This is an optimization exercise on Yosys and OpenROAD, whose aim is small area, a short achievable clock period and few clock cycles, not a production implementation. The RTL was checked by simulation tests, not by an equivalence proof against the original design. Power is estimated from default activity; no workload was simulated.

## relay_rx
module relay_rx (
    input  wire       clk,
    input  wire       rst,
    input  wire       in_valid,
    input  wire [7:0] in_data,
    output wire       in_ready,
    input  wire [7:0] target,
    output wire       frame_ready,
    output wire [7:0] frame_id,
    output wire [7:0] frame_len,
    input  wire [7:0] rd_addr,
    output wire [7:0] rd_data,
    input  wire       frame_release,
    output reg        err_valid,
    output reg  [3:0] err_cause
);
For scale: ~1,200 flip-flops, about 59 I/O pins, about 44,000 sq um of cells after synthesis.
export LEC_CHECK = 0
export CAP_MARGIN = 20
export CORE_MARGIN = 2
export CORE_UTILIZATION = 55
export CTS_BUF_LIST = sky130_fd_sc_hd__clkbuf_8 sky130_fd_sc_hd__clkbuf_16
export CTS_CLUSTER_DIAMETER = 80
export CTS_CLUSTER_SIZE = 30
export PLACE_DENSITY = 0.7
export SETUP_SLACK_MARGIN = 3.8
export SLEW_MARGIN = 20
export SYNTH_HIERARCHICAL = 1
export SYNTH_MINIMUM_KEEP_SIZE = 0
create_clock -name core_clock -period 10.0 [get_ports {clk}]
run.sh (not shown) runs the stock make flow with config.mk's settings and CLKGATE_MAP_FILE= SYNTH_SCRIPT=/design/flow/synth_recipe.tcl, a recipe that flattens the netlist after the stock synthesis.
Testbench counts at the start, summed over its fixed seeds: cycles 25,166.
Then changed:
--- a/flow/design.v
+++ b/flow/design.v
@@ -119,25 +119,30 @@
         case (remaining[1:0])
             2'd0: crc_nib = crc[15:12];
             2'd1: crc_nib = crc[11:8];
             2'd2: crc_nib = crc[7:4];
             default: crc_nib = crc[3:0];
         endcase
     end
     wire [15:0] crc_next = crc_update((state == S_ID) ? 16'h0000 : crc, unstuffed);
     wire addressed = (target >= 8'd1) && (target <= N_SLAVES) &&
                      (fid == target + ID_OFFSET);
+    wire [15:0] wr_lo = 16'd1 << wptr[3:0];
+    wire [15:0] wr_hi = 16'd1 << wptr[7:4];
+    wire [15:0] wr_lo_n = ~wr_lo;
+    wire [15:0] wr_hi_n = ~wr_hi;
     genvar gk, gw;
     generate
         for (gk = 0; gk < PAY_MAX; gk = gk + 1) begin : g_slot
-            wire we  = (wptr == gk);
-            wire nwe = ~we;
+            wire we, nwe;
+            relay_rx_nor2 u_we (.a(wr_lo_n[gk % 16]), .b(wr_hi_n[gk / 16]), .y(we));
+            relay_rx_nand2 u_nwe (.a(wr_lo[gk % 16]), .b(wr_hi[gk / 16]), .y(nwe));
             for (gw = 0; gw < 8; gw = gw + 1) begin : g_wbit
                 relay_rx_hold u_hold (.e(we), .ne(nwe), .d(unstuffed[gw]),
                                       .q(pay_q[8 * gk + gw]), .y(pay_d[8 * gk + gw]));
             end
         end
     endgenerate
     always @(posedge clk)
         pay_q <= pay_d;
     task raise_error;
         input [3:0] cause;
@@ -286,10 +291,16 @@
     output wire y
 );
     assign y = a & b & c & d;
 endmodule
 module relay_rx_and2 (
     input  wire a, b,
     output wire y
 );
     assign y = a & b;
 endmodule
+module relay_rx_nor2 (
+    input  wire a, b,
+    output wire y
+);
+    assign y = ~(a | b);
+endmodule
The new run finished clean.
Setup slack loses 0.050 ns.
Fmax goes down by 0.78%.
Routed wire length rises by 13%.
Non-clock buffer count rises by 41.
Total power grows by 1.2%.
Synthesized area stays flat.
Final cell count climbs by 1.6%.
Design area goes up by 1.0%.
Clock skew stays flat.
First-iteration DRC count goes up by 16%.
Combinational power rises by 17%.
Utilization goes up by 0.63 points.
Testbench counts after the change, summed over its fixed seeds: cycles 25,166.

--- another note on this design; it stands on its own ---

Setup of job 101:
## relay_rx
module relay_rx (
    input  wire       clk,
    input  wire       rst,
    input  wire       in_valid,
    input  wire [7:0] in_data,
    output wire       in_ready,
    input  wire [7:0] target,
    output wire       frame_ready,
    output wire [7:0] frame_id,
    output wire [7:0] frame_len,
    input  wire [7:0] rd_addr,
    output wire [7:0] rd_data,
    input  wire       frame_release,
    output reg        err_valid,
    output reg  [3:0] err_cause
);
Size: roughly 3,900 cells after synthesis, about 1,200 flip-flops, roughly 59 I/O pins.
Settings: LEC_CHECK=0, CAP_MARGIN=20, CORE_MARGIN=2, CORE_UTILIZATION=65, CTS_BUF_LIST=sky130_fd_sc_hd__clkbuf_8 sky130_fd_sc_hd__clkbuf_16, CTS_CLUSTER_DIAMETER=80, CTS_CLUSTER_SIZE=30, PLACE_DENSITY=0.75, SETUP_SLACK_MARGIN=4.5, SLEW_MARGIN=20, SYNTH_HIERARCHICAL=1, SYNTH_MINIMUM_KEEP_SIZE=0; clock period 10.0 ns.
run.sh (not shown) runs the stock make flow with config.mk's settings and CLKGATE_MAP_FILE= SYNTH_SCRIPT=/design/flow/synth_recipe.tcl, a recipe that flattens the netlist after the stock synthesis.
Job 101 has completed all stages; timing, DRC and antenna checks passed.
Testbench counts of job 101, summed over its fixed seeds: cycles 25,166.
For job 102, these inputs were changed with respect to job 101:
Settings: a change of SETUP_SLACK_MARGIN from 4.5 to 5; a change of PLACE_DENSITY from 0.75 to 0.7; a change of CORE_UTILIZATION from 65 to 55.
--- outcome ---
- Looking at fmax, job 102 sits 0.64% below job 101.
- [compare] base=job 101 new=job 102: number of logic stages on the critical path including buffering now sits lower; die area now sits higher; core utilization now sits lower.
Changes in job 103 relative to job 102:
Settings: swapping 5 for 3.8 in SETUP_SLACK_MARGIN; swapping 0.7 for 0.72 in PLACE_DENSITY; swapping 55 for 60 in CORE_UTILIZATION.
## What came out
- Compared with job 102, job 103 shows a higher core utilization.
- In the reports for job 102 and job 103, the smaller via count belongs to job 102.
- Summary of job 103 over job 102: worst relative slew slack up 7.4 points, time the final worst path needs with I/O delays and setup down 29 ps.
Modified inputs, job 104 compared to job 103
Settings: changing SETUP_SLACK_MARGIN from 3.8 to 4.5; changing CORE_UTILIZATION from 60 to 55; changing PLACE_DENSITY from 0.72 to 0.7.
Findings:
Sort job 104 and job 103 by total global routing track utilization, descending, and job 103 comes first.
Per the comparison of job 104 with job 103, delay contributed by the slowest stage of the critical path fell 30 ps, number of gates given a new drive strength after cts +58%.
Job 103 -> job 104: total non-filler cell area in the finished layout increased slightly
The met2 wirelength from detailed routing number comes out higher for job 103 vs job 104.
[job 104] clock-buffer cell count rose 1 relative to job 103
Delta(filler-free cell count of the finished design, job 104 - job 103) > 0
Number of vias in the routed layout (higher): job 103
Job 104 vs job 103: sum of internal, switching and leakage power up slightly
On maximum VDD drop, the higher figure sits with job 103, not job 104.

-- port drivers added, routing unchanged --
The flow's constraints put no driver on any port. The routed layouts listed below were extracted and timed again, unchanged, in two steps. Step 1 sets driving cells, clkbuf_16 on the clock port and buf_2 on the other inputs (assumed; they add their load-dependent delay and slew). Step 2, shift: input delay + t, output delay - t, t = (earliest + latest rising clock arrival at the registers) / 2. This alone moves slack from input paths to output paths. Slacks: ideal / step 1 / step 2; pairs: ideal / step 1.
run | t, ns | slack for setup (ns) | latest minus earliest clock arrival (ns)
the first run of note 1 | 0.722 | 3.690 / 3.427 / 3.427 | 0.040 / 0.041
the second run of note 1 | 0.738 | 3.640 / 3.474 / 3.474 | 0.045 / 0.046
job 101 | 0.706 | 3.589 / 3.408 / 3.408 | 0.029 / 0.030
job 102 | 0.714 | 3.548 / 3.403 / 3.403 | 0.035 / 0.035
job 103 | 0.721 | 3.577 / 3.438 / 3.438 | 0.047 / 0.048
job 104 | 0.720 | 3.686 / 3.468 / 3.468 | 0.053 / 0.052
After both steps every run listed still meets setup and hold. For the first run of note 1, which loses most, drivers alone change the setup slack by -0.263 ns; drivers and shift together by -0.263 ns.
